From an optimization exercise on the open Yosys and OpenROAD flow, aimed at small area, a short achievable clock period and few clock cycles; shortcuts taken in it are not production practice.
RTL that was checked went through simulation tests only; none was proved equivalent to the original.
No functional check of the RTL was part of runs 1 and 5.
No activity file was given, so power comes from the tool's default toggle rates.

==> config.mk <==
export PLATFORM = sky130hd
export DESIGN_NAME = wire_codec
export DESIGN_NICKNAME = wire_codec
export VERILOG_FILES = /design/flow/design.v
export SDC_FILE = /design/flow/constraint.sdc
export NUM_CORES = 4
export LEC_CHECK = 0
export CAP_MARGIN = 20
export CORE_MARGIN = 2
export CORE_UTILIZATION = 30
export SETUP_SLACK_MARGIN = 3.0
export SLEW_MARGIN = 20
export TNS_END_PERCENT = 0
==> constraint.sdc <==
create_clock -name core_clock -period 5.0 [get_ports {clk}]
set_input_delay 1.0000 -clock core_clock [delete_from_list [all_inputs] [get_ports {clk}]]
set_output_delay 1.0000 -clock core_clock [all_outputs]
set_load 0.01 [all_outputs]
==> design.v <==
module wire_codec (
    input  wire        clk,
    input  wire        rst,             
    input  wire        start,
    input  wire [2:0]  start_op,
    input  wire [7:0]  start_n,         
    input  wire [15:0] start_cmd,       
    input  wire [7:0]  start_addr,      
    input  wire [7:0]  start_crc,       
    output reg         busy,
    input  wire        in_valid,
    input  wire [7:0]  in_data,
    output reg         in_ready,
    output reg         out_valid,
    output reg  [7:0]  out_data,
    input  wire        out_ready,
    output reg         done,
    output wire [15:0] status,
    output wire [7:0]  res_crc,
    output wire [7:0]  res_len
);
    localparam [2:0] OP_CRC_GEN   = 3'd0,
                     OP_CRC_CHECK = 3'd1,
                     OP_I2C_WRITE = 3'd2,
                     OP_I2C_READ  = 3'd3,
                     OP_SHDLC_TX  = 3'd4;
    function [7:0] crc_step;
        input [7:0] acc;
        input [7:0] b;
        integer k;
        reg [7:0] a;
        begin
            a = acc ^ b;
            for (k = 0; k < 8; k = k + 1) begin
                if (a[7]) a = {a[6:0], 1'b0} ^ 8'h31;
                else      a = {a[6:0], 1'b0};
            end
            crc_step = a;
        end
    endfunction
    function [7:0] crc_unstep;
        input [7:0] e;
        integer k;
        reg [7:0] a;
        begin
            a = e;
            for (k = 0; k < 8; k = k + 1) begin
                if (a[0]) a = {1'b1, a[7:1] ^ 7'h18};
                else      a = {1'b0, a[7:1]};
            end
            crc_unstep = a;
        end
    endfunction
    function is_reserved;
        input [7:0] b;
        begin
            is_reserved = (b == 8'h7E) || (b == 8'h7D) || (b == 8'h11) || (b == 8'h13);
        end
    endfunction
    reg s_fin;             
    reg s_crc;             
    reg s_wcmd;            
    reg s_whi, s_wlo;      
    reg s_wcrc;            
    reg s_rhi, s_rlo;      
    reg s_rcrc;            
    reg s_th0, s_th1, s_th2;  
    reg s_tpay;            
    reg s_tchk;            
    reg s_teof;            
    reg [7:0] cnt;         
    reg [7:0] acc;         
    reg [7:0] p0, p1;      
    reg       chk;         
    reg       bad;         
    reg       bcnt;        
    reg       esc;         
    reg       esc6, esc1;  
    reg [5:0] nlen;        
    reg       sk_valid;    
    reg [7:0] sk_data;
    assign status  = {14'd0, bcnt, bad};
    assign res_crc = acc;
    assign res_len = {1'b0, nlen, 1'b0};
    wire s_thdr = s_th0 | s_th1 | s_th2;
    wire s_t    = s_thdr | s_tpay | s_tchk | s_teof;
    wire take   = in_valid && in_ready;
    wire accept = start && !busy;
    wire a_crc  = (start_op == OP_CRC_GEN) || (start_op == OP_CRC_CHECK);
    wire a_chk  = (start_op == OP_CRC_CHECK);
    wire a_i2c  = (start_op == OP_I2C_WRITE) || (start_op == OP_I2C_READ);
    wire a_wr   = (start_op == OP_I2C_WRITE);
    wire a_rd   = (start_op == OP_I2C_READ);
    wire a_tx   = (start_op == OP_SHDLC_TX);
    wire a_bcnt = a_i2c && (start_n[0] || (start_n > 8'd64));
    wire cnt0   = (cnt == 8'd0);
    wire cnt1   = (cnt == 8'd1);
    wire room1  = !sk_valid;                  
    wire room2  = !out_valid;                 
    wire ostall = out_valid && !out_ready;    
    wire nfree  = !sk_valid && !ostall;       
    wire [7:0] crc_x   = acc ^ in_data;
    wire [7:0] crc_out = crc_step(acc, in_data);
    wire       match   = (crc_x == 8'd0);    
    wire       chk_eq  = (crc_x == p1);      
    wire [7:0] data_byte = ({8{s_wcmd | s_rcrc | s_thdr}} & p0)
                         | ({8{s_whi | s_wlo | s_tpay}} & in_data)
                         | ({8{s_wcrc | s_tchk}} & acc);
    wire       t_res     = is_reserved(data_byte);
    wire [7:0] esc_byte  = {1'b0, esc6, !esc6, 1'b1, esc6, esc6, esc1, !(esc6 && esc1)};
    wire t_go   = !esc && (s_tpay ? take : ((s_thdr | s_tchk) && room1));
    wire eof_go = !esc && s_teof && room1;
    wire esc_go = esc && room1;
    wire r_take = s_rcrc && take;
    wire r_ok   = r_take && !bad && match;
    wire wc_go  = (s_wcmd | s_wcrc) && room1;
    wire push2  = r_ok;
    wire push1  = (accept && ((a_wr && !a_bcnt) || a_tx))
                | wc_go | (take && (s_whi | s_wlo))
                | t_go | eof_go | esc_go | push2;
    wire [7:0] b1 = !busy  ? (a_tx ? 8'h7E : start_cmd[15:8])
                  : esc    ? esc_byte
                  : s_teof ? 8'h7E
                  : (s_t && t_res) ? 8'h7D
                  : data_byte;
    wire r_last = r_take && cnt1;
    wire finish = (s_fin && nfree)
                | (s_crc && ((take && cnt1) || cnt0))
                | (s_rhi && cnt0)
                | (r_last && !r_ok && nfree);
    wire to_fin = (accept && a_bcnt)
                | (s_wcmd && room1 && cnt0)
                | (s_wcrc && room1 && cnt1)
                | (r_last && (r_ok || !nfree))
                | eof_go
                | (s_fin && !nfree);
    wire sk_valid_d  = sk_valid ? !out_ready : (push2 || (push1 && ostall));
    wire out_valid_d = sk_valid || push1 || ostall;
    wire esc_d = t_go ? t_res : (esc && !esc_go);
    wire bad_d = accept ? (a_chk && start_crc != 8'hFF)
               : (s_crc && take) ? (chk && !chk_eq)
               : (bad || (r_take && !match));
    wire in_ready_d =
          (accept && (a_crc || (a_rd && !a_bcnt)) && start_n != 8'd0)
        | (s_crc  && !(take && cnt1) && !cnt0)
        | (s_wcmd && nfree && !cnt0)
        | (s_whi  && (sk_valid ? out_ready : !(take && ostall)))
        | (s_wlo  && !take && (!sk_valid || out_ready))
        | (s_wcrc && nfree && !cnt1)
        | (s_rhi  && !cnt0)
        | (s_rlo  && (!take || bad || nfree))
        | (s_rcrc && (take ? !cnt1 : (bad || nfree)))
        | (s_th2  && !esc && nfree && !cnt0 && !t_res)
        | (s_tpay && (take ? (!cnt1 && !ostall && !t_res)
                    : esc  ? nfree
                    : (!sk_valid || out_ready)));
    always @(posedge clk) begin
        if (!out_valid || out_ready)
            out_data <= sk_valid ? sk_data : b1;
        if (!sk_valid)
            sk_data <= push2 ? p1 : b1;
        out_valid <= out_valid_d;
        sk_valid  <= sk_valid_d;
        busy   <= accept || (busy && !finish);
        done   <= finish;
        s_fin  <= to_fin;
        s_crc  <= (accept && a_crc) || (s_crc && !finish);
        s_wcmd <= (accept && a_wr && !a_bcnt) || (s_wcmd && !room1);
        s_whi  <= (s_wcmd && room1 && !cnt0) || (s_wcrc && room1 && !cnt1) || (s_whi && !take);
        s_wlo  <= (s_whi && take) || (s_wlo && !take);
        s_wcrc <= (s_wlo && take) || (s_wcrc && !room1);
        s_rhi  <= (accept && a_rd && !a_bcnt) || (s_rhi && !take && !cnt0) || (r_take && !cnt1);
        s_rlo  <= (s_rhi && take) || (s_rlo && !take);
        s_rcrc <= (s_rlo && take) || (s_rcrc && !take);
        s_th0  <= (accept && a_tx) || (s_th0 && !t_go);
        s_th1  <= (s_th0 && t_go) || (s_th1 && !t_go);
        s_th2  <= (s_th1 && t_go) || (s_th2 && !t_go);
        s_tpay <= (s_th2 && t_go && !cnt0) || (s_tpay && !(t_go && cnt1));
        s_tchk <= (s_th2 && t_go && cnt0) || (s_tpay && t_go && cnt1) || (s_tchk && !t_go);
        s_teof <= (s_tchk && t_go) || (s_teof && !eof_go);
        in_ready <= in_ready_d;
        bad      <= bad_d;
        esc      <= esc_d;
        if (accept || (s_wcrc && room1) || r_take)
            acc <= 8'hFF;
        else if (t_go && !s_tchk)
            acc <= acc - (s_tpay ? in_data : p0);
        else if (take)
            acc <= crc_out;
        if (accept)
            p0 <= a_tx ? start_addr : start_cmd[7:0];
        else if ((s_rhi && take) || (s_thdr && t_go))
            p0 <= s_rhi ? in_data : p1;
        if (accept)
            p1 <= a_chk ? crc_unstep(start_crc) : start_cmd[7:0];
        else if ((s_rlo && take) || (s_thdr && t_go))
            p1 <= s_thdr ? cnt : in_data;
        if (accept)
            cnt <= a_i2c ? {1'b0, start_n[7:1]} : start_n;
        else if ((take && (s_crc | s_rcrc | s_tpay)) || (s_wcrc && room1))
            cnt <= cnt - 8'd1;
        if (accept) begin
            chk  <= a_chk;
            bcnt <= a_bcnt;
            nlen <= 6'd0;
        end else if (r_ok)
            nlen <= nlen + 6'd1;
        if (t_go) begin
            esc6 <= data_byte[6];
            esc1 <= data_byte[1];
        end
        if (rst) begin
            busy      <= 1'b0;
            done      <= 1'b0;
            in_ready  <= 1'b0;
            out_valid <= 1'b0;
            sk_valid  <= 1'b0;
            esc       <= 1'b0;
            s_fin     <= 1'b0;
            s_crc     <= 1'b0;
            s_wcmd    <= 1'b0;
            s_whi     <= 1'b0;
            s_wlo     <= 1'b0;
            s_wcrc    <= 1'b0;
            s_rhi     <= 1'b0;
            s_rlo     <= 1'b0;
            s_rcrc    <= 1'b0;
            s_th0     <= 1'b0;
            s_th1     <= 1'b0;
            s_th2     <= 1'b0;
            s_tpay    <= 1'b0;
            s_tchk    <= 1'b0;
            s_teof    <= 1'b0;
        end
    end
endmodule
==> flow/run.sh <==
#!/bin/bash
# Standard layout, with the port buffers made from buf_4 cells instead of the smallest buffer.
set -euo pipefail
export BUFFER_PORTS_ARGS="-buffer_cell sky130_fd_sc_hd__buf_4"
bash standard.sh > standard_flow.log 2>&1
==> standard.sh <==
#!/bin/bash
# synth_recipe.tcl (not shown) runs the flow's synth.tcl, then flattens the netlist and writes it again
# the make line also repeats each setting of config.mk as NAME=value (left out here)
make -C /OpenROAD-flow-scripts/flow DESIGN_CONFIG=/design/flow/config.mk WORK_HOME=/design/flow/orfs CLKGATE_MAP_FILE= SYNTH_SCRIPT=/design/flow/synth_recipe.tcl "${@:-finish}"
==> run summary, run 1 <==
Detailed routing:
- In the routed layout, each cell is associated on average with a via count of 5.41.
- Dividing the detail-routed wire length by the instance count gives around 18 um.
- The first detailed-routing pass took 7 iterations.
- The DRC violations left is 0.
- The final layout contains routed wiring with a total length of between 15000 and 20000 um.
- The detailed router finished its first iteration with 395 violations.
- The number of vias in the routed layout is 5110.
- The remaining antenna violation count is 0.

Worst setup path:
- The register-to-register setup slack is 2.27 ns.
- At the worst endpoint, the arrival time is 2.82 ns.
- Of all nets on the critical path, the largest fanout is 6.
- The worst setup path is of the flop to flop kind.
- The number of cells on the worst reg-to-reg path is 9.
- The worst setup path is launched from a flop.
- The critical path endpoint category is a flop.
- STA puts the critical path data required time at 5.09 ns.

Finish:
- The number of antenna diodes in the final layout is 0.
- The ratio of cells with drive above 1 in the final layout is 21.1%.
- In the final design database the tool counted 778 nets.
- Compared with the post-synthesis result, the final layout area differs by 23.0%.

Synth:
- Of the synthesized area, sequential elements account for 36.7%.
- The post-synthesis instance area is 5570 sq um.
- In this run, distinct cell masters in the synthesized netlist total 63.
- A synthesized cell averages 8.69 sq um.
- In the synthesized netlist the dominant register cell turns out to be edfxtp_1.
- The total number of yosys warnings is 1.
- For this run, asynchronously set or reset flops after synthesis account for 0%.
- Yosys mapped a number of flops with a built-in enable equal to 44.
- The post-synthesis sequential element count is 80.
- Synthesis produced a netlist whose cell count is 641.

Clock network:
- Clock tree synthesis inserted a total of 9 buffers.
- The CTS tree is done.
- Hold repair after CTS inserted 0 buffers.
- Clock tree synthesis selected as its root buffer the cell clkbuf_16.
- The clock net sink count is 80.
- The clock passes through at most 2 buffers.
- The clock transition time at the flip-flop clock pins of the worst setup and hold paths is approximately 0.060 ns.
- The worst-skew pair later-pin latency is approximately 0.35 ns.
- The H-tree was split into 3 levels.

Worst hold path:
- The path category of the worst min-delay check is flop to flop.
- The worst hold path was traced through 2 stages.

STA:
- The number of pins with negative max-slew slack in the final report is 0.
- The post-route clock skew is approximately 0.0068 ns.
- The worst path setup slack after routing is 2.27 ns.
- The total count of hold-check failures in the final report came to 0.
- Adding up every negative setup slack in the final design gives 0 ns.
- The worst max-slew margin expressed relative to the limit is 51.3%.
- Setup repair after global routing could not meet its margin everywhere.
- After layout, the minimum clock period comes to around 2.7 ns.
- At the pin with the least slew margin, the transition time is approximately 0.73 ns.
- The part of the cycle the worst path needs is between 50% and 60%.
- The total of endpoints with negative setup slack in the final report is 0.
- For this run, the top clock speed supported by timing is approximately 0.37 GHz.

Placed design:
- The estimated wirelength of the detail-placed design is ~13000 um.
- The global placement routability congestion is 0.923.
- Before CTS, the worst setup slack after placement is 1.87 ns.
- The count of buffers inserted at the top-level ports is 83.

Global routing:
- In the global route stage, overall resource usage came out at 17.1%.
- The via count of the first global-routing pass is 4776.
- Entering global routing, the biggest net connects 29 pins.
- The number of antenna violations at the first check in global routing is 0.
- The first global-routing pass estimated about 26000 um of wire.
- The total overflow reported by the global router is 0.

Status:
- The run finished with no timing, DRC or antenna violations.

Floorplan:
- For this configuration, the core starts out at a cell density of 30.8%.
- The die is 140 um wide.
- After floorplanning, the core was divided into 49 placement rows.
- The floorplan step set the die height to 140 um.
- The floorplan step defined a die boundary enclosing ~20000 sq um.
- The region available for standard cell placement spans 18100 sq um.
- The number of I/O pins is 100.

Power and ir drop:
- For this design the ratio of total power to cell area is approximately 320 nW/um^2.
- The cell leakage power is 2.60 nW.
- Across the VDD grid, the largest voltage drop is about 0.17 mV.

Job:
- The number of maximum-capacitance violations is 0.
-- worst max-delay path: stages (launching register included) --
cell,delay (ns)
dfxtp_2,0.33
buf_12,0.11
or3_4,0.40
buf_6,0.14
a22oi_2,0.20
o211ai_1,0.12
a2111o_1,0.48
a211o_4,0.41
a21oi_4,0.18
o31ai_1,0.10
-- power by group --
| group | total (W) | internal [W] | switching, W |
|---|---|---|---|
| Sequential | 0.000855 | 0.000774 | 0.0000809 |
| Clock | 0.000699 | 0.000423 | 0.000275 |
| Combinational | 0.000614 | 0.000293 | 0.000321 |
-- final timing paths --
path / start / to
worst max register to register: s_tpay$_SDFF_PP0_ / sk_data[1]$_DFFE_PN_
worst min register to register: nlen[5]$_SDFFE_PP0P_ / nlen[5]$_SDFFE_PP0P_
worst min-delay path: nlen[5]$_SDFFE_PP0P_ / nlen[5]$_SDFFE_PP0P_
worst max-delay path: s_tpay$_SDFF_PP0_ / sk_data[1]$_DFFE_PN_
-- registers in the layout, indices dropped and copies added (netlist names), 6 cells and up, named ones only --
register and flops:
out_data 8, acc 8, p1 8, sk_data 8, cnt 8, p0 8
nlen 6
-- per-stage QoR --
| stage | cells | total power, W | hold WS, ns | cell area [sq um] | util, % |
|---|---|---|---|---|---|
| 2_1_floorplan | 656 | 0.00127 | 0.450 | 5680 | - |
| 3_3_place_gp | 917 | 0.00146 | 0.485 | 6330 | 35.0 |
| 3_5_place_dp | 917 | 0.00146 | 0.486 | 6330 | 35.0 |
| 4_1_cts | 939 | 0.00216 | 0.494 | 6740 | 37.2 |
| 5_1_grt | 944 | 0.00227 | 0.519 | 6850 | 37.9 |
| 6_report | 944 | 0.00217 | 0.486 | 6850 | 37.9 |
-- final cells by class --
type	instances	area, sq um
clock inverters	3	18.8
well taps	229	287
flip-flops and latches	80	2050
repair buffers	101	791
multi-input cells	501	3340
clock buffers	13	303
fillers	1864	11200
inverters	17	67.6
-- cells in the mapped netlist (4+ instances only) --
cell / count / area [sq um]
edfxtp_1: 44 / 1320
nor2b_1: 17 / 106
a31oi_1: 19 / 119
nand2_1: 81 / 304
o21ai_0: 22 / 110
nand3_1: 12 / 60.1
a21oi_1: 37 / 185
ha_1: 11 / 138
clkbuf_1: 35 / 131
a211oi_1: 19 / 143
a22oi_1: 6 / 45.0
and2_1: 5 / 31.3
buf_4: 18 / 135
mux2i_1: 20 / 200
nor3_1: 7 / 35.0
dfxtp_1: 36 / 721
nor2_1: 55 / 206
xnor2_1: 36 / 315
a22o_1: 6 / 52.6
nand4_1: 10 / 62.6
a21o_1: 5 / 37.5
or3_1: 7 / 43.8
o32ai_1: 4 / 35.0
nor4_1: 6 / 37.5
xor2_1: 21 / 184
o211ai_1: 13 / 97.6
nand2b_1: 8 / 50.1
inv_1: 17 / 63.8
a21boi_0: 5 / 37.5
-- placed cells by master (no fill, tap or decap), types with 3 or more instances in the layout --
cell type / n
a22o_1: 6
xnor2_1: 29
a222oi_1: 3
nand2b_1: 7
a211oi_1: 19
nor2b_1: 17
o21ai_0: 21
edfxtp_1: 44
ha_1: 10
and3_1: 3
conb_1: 16
or2_2: 3
a21o_1: 5
mux2i_1: 20
nand3_1: 12
a211o_1: 3
nand4_1: 10
a21boi_0: 5
clkbuf_16: 11
xor2_1: 21
a21oi_1: 35
a32o_1: 3
inv_1: 16
buf_4: 97
nor3_1: 5
nand2_1: 81
nor2_1: 55
dfxtp_1: 33
a31oi_1: 19
o31ai_1: 3
o22ai_1: 3
o32ai_1: 4
and2_1: 5
xnor2_2: 7
a22oi_1: 5
or3_1: 6
nor4_1: 5
dfxtp_2: 3
o211ai_1: 13
-- cells by family (layout without fill, tap and decap cells) --
group,count (synthesis),count (layout),synth area share (%)
flip-flops,80,80,36.7
multiplexers,22,22,4.00
other,1,16,0.0673
adder cells (fa/ha/maj),12,12,2.83
AO/OA/AOI/OAI,172,172,21.7
AND/OR/NAND/NOR,221,221,18.8
buffers and inverters,75,134,6.54
XOR/XNOR,58,58,9.37
-- per-layer routing --
layer  GRT usage [%]  part of all wire (%)  vias to the layer above  wire (um)
li1                -                     -                     2434          -
met1            23.9                    46                     2420       7820
met2            26.5                    45                      233       7680
met3            3.69                   6.9                       23       1170
met4            5.26                   1.9                        0        329
met5               0                     0                        -          0
-- timing repair --
action	CTS	global route
setup buffers	6	5
endpoints found under the setup margin	90	105
pin swaps	8	9
endpoints found under the hold margin	0	0
gates cloned	0	0
gates resized for setup	7	16
==> inputs of run 2 (changes only) <==
--- a/design.v
+++ b/design.v
@@ -78,4 +78,5 @@
     reg       esc6, esc1;  
     reg [5:0] nlen;        
+    reg       inc;         
     reg       sk_valid;    
     reg [7:0] sk_data;
@@ -106,7 +107,13 @@
     wire [7:0] data_byte = ({8{s_wcmd | s_rcrc | s_thdr}} & p0)
                          | ({8{s_whi | s_wlo | s_tpay}} & in_data)
-                         | ({8{s_wcrc | s_tchk}} & acc);
-    wire       t_res     = is_reserved(data_byte);
-    wire [7:0] esc_byte  = {1'b0, esc6, !esc6, 1'b1, esc6, esc6, esc1, !(esc6 && esc1)};
+                         | ({8{s_wcrc | s_tchk}} & acc)
+                         | ({8{!busy}} & start_cmd[15:8]);
+    wire       t_res     = (s_thdr && is_reserved(p0))
+                         | (s_tpay && is_reserved(in_data))
+                         | (s_tchk && is_reserved(acc));
+    wire       k_7e      = s_teof || !busy;
+    wire [7:0] k_byte    = esc ? {1'b0, esc6, !esc6, 1'b1, esc6, esc6, esc1, !(esc6 && esc1)}
+                               : {6'b011111, k_7e, !k_7e};
+    wire       use_k     = esc || s_teof || (!busy && a_tx) || t_res;
     wire t_go   = !esc && (s_tpay ? take : ((s_thdr | s_tchk) && room1));
     wire eof_go = !esc && s_teof && room1;
@@ -119,9 +126,5 @@
                 | wc_go | (take && (s_whi | s_wlo))
                 | t_go | eof_go | esc_go | push2;
-    wire [7:0] b1 = !busy  ? (a_tx ? 8'h7E : start_cmd[15:8])
-                  : esc    ? esc_byte
-                  : s_teof ? 8'h7E
-                  : (s_t && t_res) ? 8'h7D
-                  : data_byte;
+    wire [7:0] b1 = use_k ? k_byte : data_byte;
     wire r_last = r_take && cnt1;
     wire finish = (s_fin && nfree)
@@ -142,5 +145,5 @@
                : (bad || (r_take && !match));
     wire in_ready_d =
-          (accept && (a_crc || (a_rd && !a_bcnt)) && start_n != 8'd0)
+          (accept && (a_crc || a_rd))
         | (s_crc  && !(take && cnt1) && !cnt0)
         | (s_wcmd && nfree && !cnt0)
@@ -184,8 +187,6 @@
         if (accept || (s_wcrc && room1) || r_take)
             acc <= 8'hFF;
-        else if (t_go && !s_tchk)
-            acc <= acc - (s_tpay ? in_data : p0);
-        else if (take)
-            acc <= crc_out;
+        else if (take || (s_thdr && t_go))
+            acc <= (s_thdr | s_tpay) ? acc - (s_tpay ? in_data : p0) : crc_out;
         if (accept)
             p0 <= a_tx ? start_addr : start_cmd[7:0];
@@ -204,6 +205,7 @@
             bcnt <= a_bcnt;
             nlen <= 6'd0;
-        end else if (r_ok)
+        end else if (inc)
             nlen <= nlen + 6'd1;
+        inc <= r_ok;
         if (t_go) begin
             esc6 <= data_byte[6];
@@ -217,4 +219,5 @@
             sk_valid  <= 1'b0;
             esc       <= 1'b0;
+            inc       <= 1'b0;
             s_fin     <= 1'b0;
             s_crc     <= 1'b0;
--- a/config.mk
+++ b/config.mk
@@ -9,5 +9,5 @@
 export CORE_MARGIN = 2
 export CORE_UTILIZATION = 30
-export SETUP_SLACK_MARGIN = 3.0
+export SETUP_SLACK_MARGIN = 3.3
 export SLEW_MARGIN = 20
-export TNS_END_PERCENT = 0
+export TNS_END_PERCENT = 5
==> run 2 against run 1 <==
Still clean on timing, DRC and antenna. Clock power grew 4.3%. Setup slack gained 0.35 ns. Clock skew grew 0.0015 ns. Sequential power is essentially flat. Maximum frequency grew 15%. Global-route usage grew 0.62 points. Sequential cell count grew 1. Die area shrank 2.1%. Combinational power grew 5.7%. Register-to-register slack gained 0.42 ns. Cell count shrank 0.53%. Non-clock buffer count grew 12. Critical endpoint is now sk_data[5]$_DFFE_PN_.
==> run summary, run 2 <==
Clock network:
- The count of hold buffers inserted by post-cts repair came to 0 (unchanged).
- The buffer levels on the longest clock path is 2 (unchanged).
- The clock transition time at the flip-flop clock pins of the worst setup and hold paths is 0.07 ns (about the same).
- The CTS root buffer is clkbuf_16.
- The clock net sink count is 81 (+1.3%).
- The worst-skew pair later-pin latency came to 0.35 ns (about the same).
- The level count of the clock H-tree is 3 (unchanged).
- The number of buffers inserted during clock tree synthesis was 9 (unchanged).
- TritonCTS built the clock tree.

Detailed routing:
- The mean number of vias per cell is 5.38 (-0.57%).
- The detailed-router iteration count before antenna repair was 6 (-1).
- The number of vias in the routed layout came to 5054 (-1.1%).
- The remaining antenna violation count is 0 (unchanged).
- The DRC violations left was 0 (unchanged).
- The detail-routed net length per standard cell was 18.2 um (+1.0%).
- The initial DRC count is 450 (+14%).
- The routed wire length was 17100 um (+0.51%).

Finish:
- The combined area of the multi-input logic cells came to 3430 sq um (+2.8%).
- The layout filler cell count is 1812 (-2.8%).
- The count of antenna diodes in the layout is 0 (unchanged).
- The ratio of cells with drive above 1 in the final layout came to 26.2% (+5.1 points).
- The most common cell after layout, fill and taps aside is buf_4.
- The area growth from synthesis to layout is 30.5%.
- The library cells used most frequently in the layout, excluding fill and tap cells, are buf_4 (102), nand2_1 (74), nor2_1 (50).
- The final standard cell area without fillers is 7110 sq um (+3.8%).
- The final net count is 773 (-0.64%).
- The storage element area is 2070 sq um (+1.0%).
- The final core area utilization is 39.7% (+1.8 points).
- The non-filler instance count after layout was 939 (-0.53%).

Power and ir drop:
- The power density over the cells is 314 nW/um^2 (-0.73%).
- The net switching power came to 0.000709 W (+4.6%).
- The maximum vdd ir drop is 0.180 mV (+4.3%).
- The internal cell power was 0.00152 W (+2.3%).
- The final total power is 0.00223 W (+3.0%).
- The sequential cell fraction of total power is 38.3% (-1.1 points).
- The combinational share of power is 29.1% (+0.8 points).
- The cell leakage power is 2.71 nW (+4.5%).
- The switching portion of total power came to 31.7% (+0.49 points).
- The clock group share of total power was 32.7% (+0.5 points).

Synth:
- The post-synthesis sequential element count is 81 (+1.3%).
- Among all flip-flop cells after synthesis, the most frequent one is edfxtp_1.
- By area the synthesized netlist is led by edfxtp_1 (24%), dfxtp_1 (14%), nand2_1 (5.1%).
- The total number of yosys warnings came to 1 (unchanged).
- The largest total area in the synthesized netlist belongs to edfxtp_1.
- The post-synthesis instance area is 5450 sq um (-2.2%).
- The top-area cell type share of the netlist area is 24.3% (+0.53 points).
- The post-synthesis cell count was 615 (-4.1%).
- The post-synthesis average cell area is 8.86 sq um (+1.9%).
- The sequential area share after synthesis is 37.9% (+1.2 points).
- The count of flip-flops with a built-in enable after synthesis is 44 (unchanged).
- The commonest cells after synthesis are nand2_1 (74), nor2_1 (50), a21oi_1 (46).
- nand2_1 is the most common cell in the netlist.
- The number of distinct library cells after synthesis is 68 (+7.9%).
- The post-synthesis async set-or-reset flop share was 0% (unchanged).

STA:
- The post-route minimum period is 2.37 ns (-0.355 ns).
- The total of endpoints with negative setup slack in the final report is 0 (unchanged).
- Setup repair after global routing could not meet its margin everywhere.
- The slew at the pin closest to its max-slew limit is 0.708 ns (-0.0214 ns).
- The number of pins with negative max-slew slack in the final report is 0 (unchanged).
- The part of the cycle the worst path needs is 47.5% (-7.1 points).
- The highest achievable clock rate is 0.421 GHz (+15%).
- The sum of negative setup slack is 0 ns (unchanged).
- The post-route clock skew is 0.00828 ns (+0.00152 ns).
- The worst max-slew margin expressed relative to the limit was 52.8% (+1.4 points).
- The total count of hold-check failures in the final report is 0 (unchanged).

Placed design:
- The global placement routability congestion came to 0.918 (-0.64%).
- The cell area reported after detailed placement is 6210 sq um (-1.9%).
- The cell total after placement is 895 (-2.4%).
- The count of buffers inserted at the top-level ports came to 83 (unchanged).
- The estimated wirelength of the detail-placed design is 12600 um (-1.2%).

Worst setup path:
- The depth of the worst register-to-register path is 5 (-4).
- The path type of the worst setup path is input port to flop.
- STA classifies the critical path startpoint as an input port.
- The highest net fanout along the worst path is 7 (+1).
- STA classifies the critical path endpoint as a flop.
- The required arrival time at the worst endpoint came to 5.11 ns (+0.02 ns).
- The data arrival time of the worst path is 2.49 ns (-0.33 ns).

Floorplan:
- The x dimension of the die was 139 um (-1.1%).
- The number of placement rows is 49 (unchanged).
- The die boundary height is 139 um (-1.1%).
- The initial standard-cell utilization of the core is 30.4% (-0.37 points).
- The die area is 19200 sq um (-2.1%).
- The core box area is 17900 sq um (-1.0%).
- The number of I/O pins is 100 (unchanged).

Status:
- The flow ran to the end and the layout has no timing, DRC or antenna violations.

Global routing:
- The via count of the first global-routing pass was 4843 (+1.4%).
- The total overflow reported by the global router is 0 (unchanged).
- The total routing resource utilization after global routing came to 17.7% (+0.62 points).
- The pin count of the biggest net entering global routing came to 28 (-3.4%).
- The number of antenna violations at the first check in global routing is 0 (unchanged).
- The first-pass GRT wire length is 27000 um (+2.1%).

Worst hold path:
- The path category of the worst min-delay check is flop to flop.
- The worst hold path depth is 2 (unchanged).

Job:
- The number of maximum-capacitance violations is 0 (unchanged).
run 2: cell types whose count changed after synthesis, sizes merged, moves of 5 or more:
cell    before  now
clkbuf      35   22
o211ai      13    3
a21oi       37   46
nand2       81   74
o21ai       22   29
mux2         2    8
xnor2       36   30
a21o         5    0
buf         23   28
nor2        55   50
nor3         7   12
run 2: path summary, 6_finish.rpt:
path,from,endpoint,slack [ns]
setup / recovery,in_data[0],sk_data[5]$_DFFE_PN_,2.63
hold / removal,nlen[5]$_SDFFE_PP0P_,nlen[5]$_SDFFE_PP0P_,0.49
setup reg to reg,flop,sk_data[1]$_DFFE_PN_,2.69
hold reg to reg,nlen[5]$_SDFFE_PP0P_,nlen[5]$_SDFFE_PP0P_,0.49
run 2: routing by layer:
| layer | vias to the layer above | wire, um | GRT usage (%) |
|---|---|---|---|
| met5 | - | 0 | 0 |
| met4 | 0 | 366 | 7.28 |
| met3 | 30 | 1250 | 3.11 |
| met2 | 222 | 7570 | 26.8 |
| met1 | 2404 | 7900 | 25.2 |
| li1 | 2398 | - | - |
run 2: power by group through the flow:
| stage | clock [W] | sequential (W) | combinational, W |
|---|---|---|---|
| floorplan | 0 | 0.000842 | 0.000392 |
| global placement | 0 | 0.000861 | 0.000559 |
| detailed placement | 0 | 0.000862 | 0.000560 |
| CTS | 0.000740 | 0.000852 | 0.000605 |
| global route | 0.000769 | 0.000862 | 0.000711 |
| finish | 0.000729 | 0.000855 | 0.000649 |
run 2: kinds of logic (layout without fill, tap and decap cells):
logic type	Yosys count	count (layout)	share of synthesized area (%)
compound gates	169	169	20.9
xor+xnor	53	53	9.05
fa+ha+maj	12	12	2.89
buf+inv	65	145	6.02
flops	81	81	37.9
mux	26	26	4.96
other cells	1	16	0.0689
simple gates	208	208	18.2
run 2: final cells by class:
type | instances | area share (%)
Clock buffer | 10 | 3.22
Clock inverter | 6 | 1.28
Inverter | 15 | 0.898
Multi-Input combinational cell | 484 | 48.3
Sequential cell | 81 | 29.1
Tap cell | 229 | 4.03
Timing Repair Buffer | 113 | 13.1
Timing Repair inverter | 1 | 0.0704
run 2: per-stage QoR:
stage          hold slack, ns  worst slack [ns]
6_report                0.489              2.63
5_1_grt                 0.522              2.56
4_1_cts                 0.493              2.58
3_5_place_dp            0.484              1.72
3_3_place_gp            0.472              1.74
2_1_floorplan           0.459              2.31
run 2: repair_timing:
| action | 4_1_cts | 5_1_grt |
|---|---|---|
| gates resized for setup | 52 | 23 |
| setup endpoints to repair | 132 | 139 |
| gates cloned | 1 | 0 |
| setup buffers | 23 | 4 |
| pin swaps | 12 | 10 |
| hold endpoints to repair | 0 | 0 |
run 2: critical path, cell delays in order:
cell and delay, ns:
buf_12 0.11, xor2_4 0.16, nor4_4 0.28, nand4_1 0.21, nor3_4 0.19, buf_6 0.17, buf_6 0.12, a21oi_2 0.03
a22o_1 0.20
Testbench counts of run 2, summed over its fixed seeds: cycles 31,410.
==> inputs of run 3 (changes only) <==
--- a/config.mk
+++ b/config.mk
@@ -8,6 +8,6 @@
 export CAP_MARGIN = 20
 export CORE_MARGIN = 2
-export CORE_UTILIZATION = 30
-export SETUP_SLACK_MARGIN = 3.3
+export CORE_UTILIZATION = 45
+export SETUP_SLACK_MARGIN = 3.0
 export SLEW_MARGIN = 20
-export TNS_END_PERCENT = 5
+export TNS_END_PERCENT = 0
==> run 3 against run 2 <==
Sequential share of layout area grew 1.1 points. Setup slack worse by 0.071 ns. Clock power is 2% lower. Critical path type unchanged.
==> run summary, run 3 <==
Status:
- The run finished with no timing, DRC or antenna violations.

Detailed routing:
- The initial DRC count is 369 (-18%).
- The number of vias in the routed layout was 5085 (+0.61%).
- The mean number of vias per cell is 6.01 (+12%).
- The detailed-router iteration count before antenna repair was 6 (unchanged).
- The DRC violations left is 0 (unchanged).
- The detail-routed net length per standard cell is 19.7 um (+8.0%).
- The remaining antenna violation count is 0 (unchanged).
- The routed wire length was 16600 um (-2.7%).

Floorplan:
- The core box area is 11900 sq um (-33%).
- The die boundary height is 114 um (-18%).
- The x dimension of the die is 114 um (-18%).
- The number of I/O pins is 100 (unchanged).
- The number of placement rows was 40 (-18%).
- The initial standard-cell utilization of the core is 45.7% (+15 points).
- The die area is 13000 sq um (-32%).

Worst setup path:
- The slowest stage of the critical path is the nor4_2 cell.
- The largest delay contributor family on the critical path is simple AND/OR/NAND/NOR gates.
- STA classifies the critical path endpoint as a flop.
- The path type of the worst setup path is input port to flop.
- The data arrival time of the worst path is 2.55 ns (+0.06 ns).
- The highest net fanout along the worst path is 7 (unchanged).
- The worst setup path is launched from an input port.
- The number of buffers and inverters on the critical path is 3 (unchanged).
- The depth of the worst register-to-register path is 5 (unchanged).
- The critical path goes through buf_6 -> xor2_4 -> nor4_2 -> nand4_1 -> nor3_4 -> buf_12 -> buf_8 -> a21oi_2 -> a22o_1.
- The stage delay of the slowest cell on the critical path is 0.30 ns (+0.02 ns).
- The required arrival time at the worst endpoint is 5.11 ns (about the same).
- The number of gates on the worst path with buffers counted is 9 (unchanged).

Synth:
- The post-synthesis cell count is 615 (unchanged).
- The top-area cell type share of the netlist area came to 24.3% (unchanged).
- The post-synthesis instance area is 5450 sq um (unchanged).
- The count of flip-flops with a built-in enable after synthesis is 44 (unchanged).
- The sequential area share after synthesis was 37.9% (unchanged).
- The total number of yosys warnings is 1 (unchanged).
- The number of distinct library cells after synthesis came to 68 (unchanged).
- Of all cell types, the one taking the most synthesized area is edfxtp_1.
- The post-synthesis sequential element count is 81 (unchanged).
- For this run, the leading register cell type out of synthesis is edfxtp_1.
- The post-synthesis async set-or-reset flop share was 0% (unchanged).
- After synthesis, the most frequently instantiated cells are nand2_1 (74), nor2_1 (50), a21oi_1 (46).
- After synthesis, the cell types taking the most area are edfxtp_1 (24%), dfxtp_1 (14%), nand2_1 (5.1%).
- The post-synthesis average cell area is 8.86 sq um (unchanged).
- The most numerous cell in the Yosys netlist is nand2_1.

Placed design:
- The global placement routability congestion is 0.990 (+7.9%).
- The count of buffers inserted at the top-level ports is 83 (unchanged).
- The worst-case setup slack after placement was 1.76 ns (+0.0386 ns).
- The cell total after placement was 813 (-9.2%).
- The cell area reported after detailed placement came to 6100 sq um (-1.9%).
- The estimated wirelength of the detail-placed design came to 12300 um (-2.3%).

Finish:
- The final standard cell area without fillers is 6840 sq um (-3.8%).
- The ratio of cells with drive above 1 in the final layout is 23.5% (-2.7 points).
- From synthesis to final layout, the design area changed by 25.6%.
- The final net count is 762 (-1.4%).
- The layout filler cell count is 1065 (-41%).
- Leaving out fill and tap cells, the most frequent cells in the layout are buf_4 (92), nand2_1 (74), nor2_1 (50).
- The non-filler instance count after layout came to 846 (-9.9%).
- The count of antenna diodes in the layout came to 0 (unchanged).
- The final core area utilization was 57.4% (+18 points).
- The most common cell after layout, fill and taps aside is buf_4.

Global routing:
- The total overflow reported by the global router came to 0 (unchanged).
- The total routing resource utilization after global routing came to 25.9% (+8.2 points).
- The via count of the first global-routing pass is 4744 (-2.0%).
- The pin count of the biggest net entering global routing is 43 (+54%).
- The number of antenna violations at the first check in global routing came to 0 (unchanged).
- The first-pass GRT wire length is 25800 um (-4.5%).

Clock network:
- The buffer levels on the longest clock path is 2 (unchanged).
- The CTS tree is done.
- The count of hold buffers inserted by post-cts repair is 0 (unchanged).
- The clock net sink count came to 81 (unchanged).
- The CTS root buffer is clkbuf_16.
- The level count of the clock H-tree is 3 (unchanged).
- The number of buffers inserted during clock tree synthesis is 9 (unchanged).
- The clock transition time at the flip-flop clock pins of the worst setup and hold paths came to 0.06 ns (about the same).
- The worst-skew pair later-pin latency was 0.35 ns (about the same).

STA:
- The total of endpoints with negative setup slack in the final report was 0 (unchanged).
- The worst path setup slack after routing was 2.55 ns (-0.0714 ns).
- Setup repair after global routing could not meet its margin everywhere.
- The worst max-slew margin expressed relative to the limit is 45.5% (-7.2 points).
- The post-route clock skew was 0.00828 ns (-0.00000375 ns).
- The total count of hold-check failures in the final report is 0 (unchanged).
- The sum of negative setup slack is 0 ns (unchanged).
- The part of the cycle the worst path needs is 48.9% (+1.4 points).
- The number of pins with negative max-slew slack in the final report is 0 (unchanged).
- The slew at the pin closest to its max-slew limit is 0.809 ns (+0.101 ns).
- The post-route minimum period is 2.45 ns (+0.0714 ns).
- The highest achievable clock rate is 0.409 GHz (-2.9%).

Worst hold path:
- The worst hold path depth is 2 (unchanged).
- The path class of the tightest hold or removal check is flop to flop.

Power and ir drop:
- The maximum vdd ir drop is 0.137 mV (-24%).
- The cell leakage power is 2.64 nW (-2.8%).
- The power density over the cells is 318 nW/um^2 (+1.3%).

Job:
- The number of maximum-capacitance violations is 0 (unchanged).
[run 3: final timing paths]
kind	start	endpoint	slack (ns)
hold / removal	nlen[5]$_SDFFE_PP0P_	nlen[5]$_SDFFE_PP0P_	0.49
setup / recovery	in_data[0]	sk_data[5]$_DFFE_PN_	2.55
hold reg to reg	nlen[5]$_SDFFE_PP0P_	nlen[5]$_SDFFE_PP0P_	0.49
setup reg to reg	s_tpay$_SDFF_PP0_	out_data[0]$_DFFE_PN_	2.60
[run 3: worst reg2reg max path, delay by kind of cell, from the launching register on]
family          cells  cell delay (ns)
compound gates      3             0.87
simple gates        1             0.59
flops               1             0.44
mux                 1             0.25
[run 3: power by group]
group | switching [W] | internal [W]
sequential | 0.0000808 | 0.000774
combinational | 0.000322 | 0.000288
clock | 0.000271 | 0.000441
total | 0.000674 | 0.00150
[run 3: area by class of cell]
class                      instances  area (sq um)  area share, %
clock buffer                      14           318           4.65
clock inverter                     2          13.8          0.201
inverter                          15          60.1          0.878
multi-input combinational        484          3330           48.7
sequential                        81          2070           30.2
tap                              147           184           2.69
timing repair buffer             103           866           12.7
[run 3: cells by family after synthesis]
kind of cell / count (synthesis) / synth area share (%)
other cells: 1 / 0.0689
compound gates: 169 / 20.9
buf+inv: 65 / 6.02
mux: 26 / 4.96
fa+ha+maj: 12 / 2.89
xor+xnor: 53 / 9.05
flops: 81 / 37.9
simple gates: 208 / 18.2
[run 3: metal layers]
metal | up-vias | part of all wire (%) | wire [um] | GRT usage (%)
met3 | 47 | 7.8 | 1300 | 5.69
met1 | 2396 | 44 | 7260 | 35.5
met4 | 0 | 2.9 | 477 | 10.7
met2 | 252 | 46 | 7580 | 39.9
met5 | - | 0 | 0 | 0
li1 | 2390 | - | - | -
[run 3: what timing repair did]
item / 4_1_cts / 5_1_grt
pin swaps: 7 / 8
resized for setup: 42 / 10
buffers inserted: 13 / 4
setup endpoints to repair: 92 / 99
[run 3: per-stage QoR]
stage,hold slack [ns],power [W]
after global placement,0.468,0.00141
final,0.486,0.00218
after global routing,0.507,0.00228
after CTS,0.496,0.00216
after detailed placement,0.482,0.00141
after floorplan,0.459,0.00123
==> inputs of run 4 (changes only) <==
--- a/config.mk
+++ b/config.mk
@@ -8,5 +8,5 @@
 export CAP_MARGIN = 20
 export CORE_MARGIN = 2
-export CORE_UTILIZATION = 45
+export CORE_UTILIZATION = 30
 export SETUP_SLACK_MARGIN = 3.0
 export SLEW_MARGIN = 20
==> run 4 against run 3 <==
Cell count is 9.6% higher. Via count down 2.4%. Sequential cell count unchanged. Largest cell class unchanged. Combinational power barely moved. Setup slack better by 0.017 ns. Largest power group unchanged. Worst hold slack better by 0.00091 ns. Still clean.
==> run summary, run 4 <==
Worst setup path:
- The critical path endpoint category is a flop.
- The largest delay contributor family on the critical path is simple AND/OR/NAND/NOR gates.
- The stage delay of the slowest cell on the critical path is 0.47 ns (+0.17 ns).
- The depth of the worst register-to-register path is 6 (+1).
- The register-to-register setup slack is 2.68 ns (+0.08 ns).
- The data arrival time of the worst path is 2.61 ns (+0.06 ns).
- The endpoint identified for the worst register-to-register timing path is sk_valid$_SDFF_PP0_.
- The startpoint type of the worst setup path is an input port.
- The number of buffers and inverters on the critical path is 3 (unchanged).
- The critical path's slowest cell is nor4_1.
- The highest net fanout along the worst path came to 7 (unchanged).
- The most used cell along the critical path is buf_4.
- In this run the critical register-to-register path is launched from s_th0$_SDFF_PP0_.
- The critical path goes through buf_6 -> xor2_4 -> nor4_2 -> nand4_1 -> buf_4 -> buf_4 -> nor4_1.
- The required arrival time at the worst endpoint is 5.18 ns (+0.07 ns).
- The path type of the worst setup path is input port to flop.

Global routing:
- The via count of the first global-routing pass is 4765 (+0.44%).
- The number of antenna violations at the first check in global routing is 0 (unchanged).
- The total overflow reported by the global router was 0 (unchanged).
- The total routing resource utilization after global routing came to 17.5% (-8.4 points).
- The pin count of the biggest net entering global routing is 43 (unchanged).
- The first-pass GRT wire length came to 26800 um (+3.7%).

Placed design:
- The estimated wirelength of the detail-placed design came to 12500 um (+1.7%).
- The count of buffers inserted at the top-level ports came to 83 (unchanged).
- The global placement routability congestion was 0.936 (-5.4%).
- The cell total after placement came to 895 (+10%).

Clock network:
- The CTS root buffer is clkbuf_16.
- The clock net sink count was 81 (unchanged).
- The level count of the clock H-tree was 3 (unchanged).
- The worst-skew pair later-pin latency is 0.35 ns (about the same).
- The number of buffers inserted during clock tree synthesis is 9 (unchanged).
- The clock transition time at the flip-flop clock pins of the worst setup and hold paths came to 0.06 ns (about the same).
- The CTS tree is done.
- The buffer levels on the longest clock path came to 2 (unchanged).

Floorplan:
- The number of I/O pins is 100 (unchanged).
- The die area came to 19200 sq um (+48%).
- The x dimension of the die is 139 um (+22%).
- The initial standard-cell utilization of the core was 30.4% (-15 points).
- The die boundary height is 139 um (+22%).
- The core box area is 17900 sq um (+50%).
- The number of placement rows is 49 (+23%).

Synth:
- The count of flip-flops with a built-in enable after synthesis was 44 (unchanged).
- Counting instances in the post-synthesis netlist gives the leading cell types as nand2_1 (74), nor2_1 (50), a21oi_1 (46).
- The cell type contributing the most total cell area after synthesis is edfxtp_1.
- The post-synthesis instance area is 5450 sq um (unchanged).
- The number of distinct library cells after synthesis came to 68 (unchanged).
- By area the synthesized netlist is led by edfxtp_1 (24%), dfxtp_1 (14%), nand2_1 (5.1%).
- The top-area cell type share of the netlist area is 24.3% (unchanged).
- The post-synthesis async set-or-reset flop share came to 0% (unchanged).
- nand2_1 is the most common cell in the netlist.
- The total number of yosys warnings is 1 (unchanged).
- The flip-flop cell with the highest count after synthesis is edfxtp_1.
- The post-synthesis average cell area was 8.86 sq um (unchanged).
- The sequential area share after synthesis is 37.9% (unchanged).
- The post-synthesis cell count is 615 (unchanged).
- The post-synthesis sequential element count is 81 (unchanged).

STA:
- The worst max-slew margin expressed relative to the limit is 48.1% (+2.6 points).
- The post-route clock skew is 0.00777 ns (-0.000512 ns).
- The total of endpoints with negative setup slack in the final report came to 0 (unchanged).
- The worst hold slack is 0.487 ns (+0.000908 ns).
- The highest achievable clock rate is 0.412 GHz (+0.70%).
- Setup repair after global routing could not meet its margin everywhere.
- The sum of negative setup slack is 0 ns (unchanged).
- The number of pins with negative max-slew slack in the final report is 0 (unchanged).
- The slew at the pin closest to its max-slew limit was 0.777 ns (-0.0317 ns).
- The part of the cycle the worst path needs is 48.6% (-0.34 points).
- The post-route minimum period was 2.43 ns (-0.0170 ns).
- The total count of hold-check failures in the final report is 0 (unchanged).

Power and ir drop:
- The power density over the cells was 305 nW/um^2 (-4.3%).
- The cell leakage power is 2.63 nW (-0.16%).
- The maximum vdd ir drop is 0.179 mV (+31%).
- The final total power is 0.00211 W (-3.2%).

Detailed routing:
- The number of vias in the routed layout is 4961 (-2.4%).
- The DRC violations left is 0 (unchanged).
- The initial DRC count is 439 (+19%).
- The remaining antenna violation count was 0 (unchanged).
- The detail-routed net length per standard cell is 18.2 um (-7.3%).
- The routed wire length was 16900 um (+1.6%).
- The mean number of vias per cell is 5.35 (-11%).
- The detailed-router iteration count before antenna repair is 7 (+1).

Finish:
- The relative area change from synthesis to final layout is 27.0%.
- The count of antenna diodes in the layout is 0 (unchanged).
- The ratio of cells with drive above 1 in the final layout is 24.4% (+0.89 points).
- The final net count came to 761 (-0.13%).
- The non-filler instance count after layout is 927 (+9.6%).
- The library cells used most frequently in the layout, excluding fill and tap cells, are buf_4 (94), nand2_1 (74), nor2_1 (50).
- The most common cell after layout, fill and taps aside is buf_4.

Worst hold path:
- The path with the worst hold slack has its endpoint at nlen[5]$_SDFFE_PP0P_.
- The worst hold path depth was 2 (unchanged).
- The worst hold path belongs to the class flop to flop.
- The beginning of the worst hold path is nlen[5]$_SDFFE_PP0P_.

Status:
- The flow ran to the end and the layout has no timing, DRC or antenna violations.

Job:
- The number of maximum-capacitance violations is 0 (unchanged).
run 4: cell counts after synthesis:
Identical to the previous run, type by type.
run 4: cell type report:
cell class,count,area [sq um]
well taps,229,287
repair buffers,102,813
fillers,1805,11000
clock inverters,6,42.5
inverters,15,60.1
clock buffers,10,239
flip-flops and latches,81,2070
multi-input cells,484,3410
run 4: per-layer routing:
metal  wire [um]  global-route usage [%]  part of all wire, %
met4         421                    6.96                  2.5
met3        1410                    3.25                  8.4
met5           0                       0                    0
met1        7630                    25.4                   45
met2        7430                    25.7                   44
run 4: report_power, final:
part,switching (W),internal [W],total (W)
registers,0.0000829,0.000774,0.000856
logic,0.000320,0.000293,0.000613
clock network,0.000286,0.000351,0.000637
total,0.000689,0.00142,0.00211
run 4: cells by family after synthesis:
| logic type | after synthesis | synth area share [%] |
|---|---|---|
| and+or+nand+nor | 208 | 18.2 |
| AOI/OAI and AO/OA | 169 | 20.9 |
| DFF | 81 | 37.9 |
| buffers and inverters | 65 | 6.02 |
| xor gates and xnor gates | 53 | 9.05 |
| muxes | 26 | 4.96 |
| adders and majority gates | 12 | 2.89 |
| other | 1 | 0.0689 |
run 4: worst max-delay path by stage:
stage	startpoint	end	slack, ns	cells after the start
3_5_place_dp	in_data[6]	sk_data[4]$_DFFE_PN_	1.73	6
6_report	in_data[1]	inc$_SDFF_PP0_	2.57	7
3_3_place_gp	in_data[1]	sk_data[7]$_DFFE_PN_	1.82	6
2_1_floorplan	in_data[1]	sk_data[5]$_DFFE_PN_	2.31	8
5_1_grt	in_data[1]	sk_data[4]$_DFFE_PN_	2.55	7
4_1_cts	in_data[3]	sk_data[4]$_DFFE_PN_	2.58	8
run 4: tightest hold or removal path, cell delays in order (launching register included):
cell     delay [ns]
dfxtp_1        0.32
o21ai_0        0.07
a21oi_1        0.06
run 4: what timing repair did:
action / CTS / global route
gates resized for setup: 40 / 22
pin swaps: 8 / 12
hold buffers: 0 / 0
buffers inserted: 12 / 4
endpoints found under the setup margin: 104 / 95
gates cloned: 0 / 0
run 4: through the flow:
step / area (sq um) / utilization (%) / setup slack (ns)
after floorplan: 5550 / - / 2.31
final: 6920 / 38.6 / 2.57
after global routing: 6920 / 38.6 / 2.55
after detailed placement: 6200 / 34.6 / 1.73
after CTS: 6780 / 37.9 / 2.58
after global placement: 6190 / 34.6 / 1.82
==> inputs of run 5 (changes only) <==
--- a/design.v
+++ b/design.v
@@ -8,5 +8,5 @@
     input  wire [7:0]  start_addr,      
     input  wire [7:0]  start_crc,       
-    output reg         busy,
+    output wire        busy,
     input  wire        in_valid,
     input  wire [7:0]  in_data,
@@ -15,5 +15,5 @@
     output reg  [7:0]  out_data,
     input  wire        out_ready,
-    output reg         done,
+    output wire        done,
     output wire [15:0] status,
     output wire [7:0]  res_crc,
@@ -86,4 +86,8 @@
     wire s_thdr = s_th0 | s_th1 | s_th2;
     wire s_t    = s_thdr | s_tpay | s_tchk | s_teof;
+    reg  busy_r, done_r;
+    wire fin_now = s_fin && !sk_valid && (!out_valid || out_ready);
+    assign busy  = busy_r && !fin_now;
+    assign done  = done_r || fin_now;
     wire take   = in_valid && in_ready;
     wire accept = start && !busy;
@@ -128,6 +132,5 @@
     wire [7:0] b1 = use_k ? k_byte : data_byte;
     wire r_last = r_take && cnt1;
-    wire finish = (s_fin && nfree)
-                | (s_crc && ((take && cnt1) || cnt0))
+    wire finish = (s_crc && ((take && cnt1) || cnt0))
                 | (s_rhi && cnt0)
                 | (r_last && !r_ok && nfree);
@@ -165,6 +168,6 @@
         out_valid <= out_valid_d;
         sk_valid  <= sk_valid_d;
-        busy   <= accept || (busy && !finish);
-        done   <= finish;
+        busy_r <= accept || (busy && !finish);
+        done_r <= finish;
         s_fin  <= to_fin;
         s_crc  <= (accept && a_crc) || (s_crc && !finish);
@@ -213,6 +216,6 @@
         end
         if (rst) begin
-            busy      <= 1'b0;
-            done      <= 1'b0;
+            busy_r    <= 1'b0;
+            done_r    <= 1'b0;
             in_ready  <= 1'b0;
             out_valid <= 1'b0;
==> run 5 against run 4 <==
Synthesized area is 2.1% higher. Critical endpoint is now done. Sequential cell count stayed put. Clock skew is 0.0042 ns higher. Clock-buffer cell count stayed put. Still clean on timing, DRC and antenna.
==> run summary, run 5 <==
Placed design:
- The count of buffers inserted at the top-level ports is 83 (unchanged).
- The estimated wirelength of the detail-placed design is 12300 um (-1.6%).
- The global placement routability congestion is 0.885 (-5.4%).

Worst setup path:
- STA classifies the critical path endpoint as an output port.
- The number of gates on the worst path with buffers counted is 5 (-2).
- The cell family contributing the most delay on the critical path is simple AND/OR/NAND/NOR gates.
- The worst setup path is of the input port to output port kind.
- The stage delay of the slowest cell on the critical path came to 0.21 ns (-0.26 ns).
- The signal on the critical path passes through buf_8 -> nor2b_4 -> nor2_4 -> a21o_1 -> buf_6.
- STA classifies the critical path startpoint as an input port.
- The required arrival time at the worst endpoint was 4.00 ns (-1.18 ns).
- The depth of the worst register-to-register path is 5 (-1).
- The number of buffers and inverters on the critical path is 2 (-1).
- The highest net fanout along the worst path is 4 (-3).
- The critical path's slowest cell is nor2b_4.
- The data arrival time of the worst path is 1.68 ns (-0.93 ns).

STA:
- The worst max-slew margin expressed relative to the limit is 39.0% (-9.2 points).
- The total of endpoints with negative setup slack in the final report came to 0 (unchanged).
- The part of the cycle the worst path needs is 53.5% (+4.9 points).
- The total count of hold-check failures in the final report is 0 (unchanged).
- Setup repair after global routing could not meet its margin everywhere.
- The post-route clock skew is 0.0120 ns (+0.00421 ns).
- The post-route minimum period was 2.68 ns (+0.246 ns).
- The highest achievable clock rate is 0.374 GHz (-9.2%).
- The sum of negative setup slack is 0 ns (unchanged).
- The worst hold slack was 0.504 ns (+0.0167 ns).
- The number of pins with negative max-slew slack in the final report is 0 (unchanged).
- The slew at the pin closest to its max-slew limit is 0.910 ns (+0.132 ns).

Floorplan:
- The initial standard-cell utilization of the core is 30.7% (+0.31 points).
- The number of placement rows is 49 (unchanged).
- The x dimension of the die was 140 um (+1.0%).
- The die area was 19600 sq um (+2.0%).
- The core box area is 18100 sq um (+1.0%).
- The number of I/O pins is 100 (unchanged).
- The die boundary height is 140 um (+1.0%).

Global routing:
- The via count of the first global-routing pass came to 4615 (-3.1%).
- The first-pass GRT wire length is 25400 um (-5.2%).
- The pin count of the biggest net entering global routing is 34 (-21%).
- The number of antenna violations at the first check in global routing is 0 (unchanged).
- The total overflow reported by the global router is 0 (unchanged).
- The total routing resource utilization after global routing is 16.6% (-0.90 points).

Finish:
- The layout filler cell count is 1828 (+1.3%).
- The count of antenna diodes in the layout is 0 (unchanged).
- In the layout the commonest cells are buf_4 (92), nand2_1 (76), nor2_1 (59).
- The library cell used most frequently in the layout, excluding fill and tap cells, is buf_4.
- The final net count is 761 (unchanged).
- The final core area utilization is 37.2% (-1.4 points).
- The ratio of cells with drive above 1 in the final layout is 21.2% (-3.2 points).
- Compared with the post-synthesis result, the final layout area differs by 21.1%.

Clock network:
- The CTS tree is done.
- The number of buffers inserted during clock tree synthesis is 9 (unchanged).
- The clock net sink count came to 81 (unchanged).
- The level count of the clock H-tree is 3 (unchanged).
- The CTS root buffer is clkbuf_16.
- The count of hold buffers inserted by post-cts repair is 0 (unchanged).
- The buffer levels on the longest clock path is 2 (unchanged).
- The worst-skew pair later-pin latency was 0.36 ns (about the same).
- The clock transition time at the flip-flop clock pins of the worst setup and hold paths is 0.07 ns (about the same).

Detailed routing:
- The detail-routed net length per standard cell is 17.7 um (-3.1%).
- The number of vias in the routed layout was 4905 (-1.1%).
- The routed wire length is 16400 um (-3.1%).
- The DRC violations left is 0 (unchanged).
- The detailed-router iteration count before antenna repair is 24 (+17).
- The initial DRC count is 285 (-35%).
- The remaining antenna violation count is 0 (unchanged).
- The mean number of vias per cell is 5.29 (-1.1%).

Synth:
- The top-area cell type share of the netlist area is 23.8% (-0.49 points).
- The most numerous cell in the Yosys netlist is nand2_1.
- The post-synthesis sequential element count is 81 (unchanged).
- The number of distinct library cells after synthesis is 73 (+7.4%).
- The post-synthesis instance area is 5560 sq um (+2.1%).
- The sequential area share after synthesis is 37.1% (-0.77 points).
- The total number of yosys warnings came to 1 (unchanged).
- The count of flip-flops with a built-in enable after synthesis is 44 (unchanged).
- By area the synthesized netlist is led by edfxtp_1 (24%), dfxtp_1 (13%), nand2_1 (5.2%).
- The flip-flop cell with the highest count after synthesis is edfxtp_1.
- The post-synthesis average cell area was 8.92 sq um (+0.76%).
- Sorting the synthesized cells by how often they occur yields nand2_1 (77), nor2_1 (60), edfxtp_1 (44).
- The post-synthesis async set-or-reset flop share is 0% (unchanged).
- The post-synthesis cell count came to 623 (+1.3%).
- The synthesized design spends more area on one cell type than any other, namely edfxtp_1.

Worst hold path:
- The worst hold path depth is 2 (unchanged).
- The path category of the worst min-delay check is flop to flop.

Status:
- The run finished with no timing, DRC or antenna violations.

Power and ir drop:
- The cell leakage power was 2.61 nW (-1.0%).
- The power density over the cells is 301 nW/um^2 (-1.0%).
- The maximum vdd ir drop is 0.158 mV (-12%).

Job:
- The number of maximum-capacitance violations came to 0 (unchanged).
-- run 5: final timing paths --
path | from | end | slack (ns)
hold / removal | flop | flop | 0.50
hold reg to reg | flop | flop | 0.50
setup / recovery | out_ready | done | 2.32
setup reg to reg | flop | sk_data[5]$_DFFE_PN_ | 2.47
-- run 5: kinds of logic (layout without fill, tap and decap cells) --
| kind of cell | Yosys count | count (layout) | synth area share (%) |
|---|---|---|---|
| multiplexers | 25 | 25 | 4.57 |
| AO/OA/AOI/OAI | 162 | 162 | 19.6 |
| buffers and inverters | 66 | 126 | 6.05 |
| flip-flops | 81 | 81 | 37.1 |
| adder cells (fa/ha/maj) | 12 | 12 | 2.84 |
| XOR/XNOR | 54 | 54 | 9.90 |
| AND/OR/NAND/NOR | 222 | 222 | 19.9 |
| other | 1 | 16 | 0.0675 |
-- run 5: worst reg2reg max path, cell delays in order, from the launching register on --
cell and delay [ns]:
dfxtp_1 0.37, or3_4 0.49, or3_4 0.42, a222oi_1 0.55, nand3_1 0.21, a22o_1 0.22
-- run 5: area by class of cell --
| class | count | area (sq um) | share of cell area, % |
|---|---|---|---|
| inverter | 16 | 62.6 | 0.930 |
| sequential | 81 | 2060 | 30.7 |
| clock buffer | 10 | 229 | 3.40 |
| clock inverter | 6 | 67.6 | 1.00 |
| timing repair buffer | 94 | 717 | 10.7 |
| multi-input combinational | 491 | 3300 | 49.1 |
| tap | 229 | 287 | 4.26 |
-- run 5: timing repair --
item                       in CTS  in global routing
buffers inserted                8                  0
setup endpoints to repair     113                111
pin swaps                       5                  1
gates resized for setup        12                  9
-- run 5: power by group --
group | switching [W] | internal (W) | total (W) | leakage [nW]
Clock | 0.000289 | 0.000389 | 0.000678 | 0.139
Combinational | 0.000274 | 0.000247 | 0.000521 | 1.72
Sequential | 0.0000656 | 0.000764 | 0.000829 | 0.742
Total | 0.000629 | 0.00140 | 0.00203 | 2.61
-- run 5: layer usage --
layer	vias to the layer above	GRT usage, %	wire (um)
met2	195	25.2	7270
met5	-	0	0
met3	24	3.28	1090
met1	2298	23.1	7660
li1	2388	-	-
met4	0	6.80	351
-- run 5: per-stage QoR --
| stage | instances | setup slack, ns | area [sq um] | power (W) |
|---|---|---|---|---|
| 3_3_place_gp | 903 | 1.57 | 6290 | 0.00135 |
| 4_1_cts | 927 | 2.33 | 6700 | 0.00203 |
| 5_1_grt | 927 | 2.30 | 6730 | 0.00212 |
| 6_report | 927 | 2.32 | 6730 | 0.00203 |
| 2_1_floorplan | 638 | 2.20 | 5640 | 0.00119 |
| 3_5_place_dp | 903 | 1.45 | 6290 | 0.00135 |

[separate check: timing with driven ports]
The results above use ideal ports. As a check the final layouts listed here were re-extracted and re-timed, cells and wires unchanged. Step 1 assumes that a clkbuf_16 drives the clock port and a buf_2 every other input. Step 2 also shifts input and output timing later by t, the mid clock arrival at the registers, as if the neighbouring blocks saw the same clock. Three values: ideal, step 1, step 2; two values: the first two.
| run | t, ns | slack for setup (ns) | worst setup path at the end |
|---|---|---|---|
| run 1 | 0.387 | 2.271 / 2.271 / 1.971 | input to register |
| run 2 | 0.390 | 2.626 / 2.619 / 2.229 | input to register |
| run 3 | 0.382 | 2.554 / 2.549 / 2.168 | input to register |
| run 4 | 0.390 | 2.571 / 2.579 / 2.189 | input to register |
| run 5 | 0.392 | 2.325 / 2.280 / 2.044 | input to register |
After both steps setup and hold are still met in every run listed. The setup slack of run 2, which loses most, moves by -0.007 ns with the drivers and by -0.397 ns with both steps.
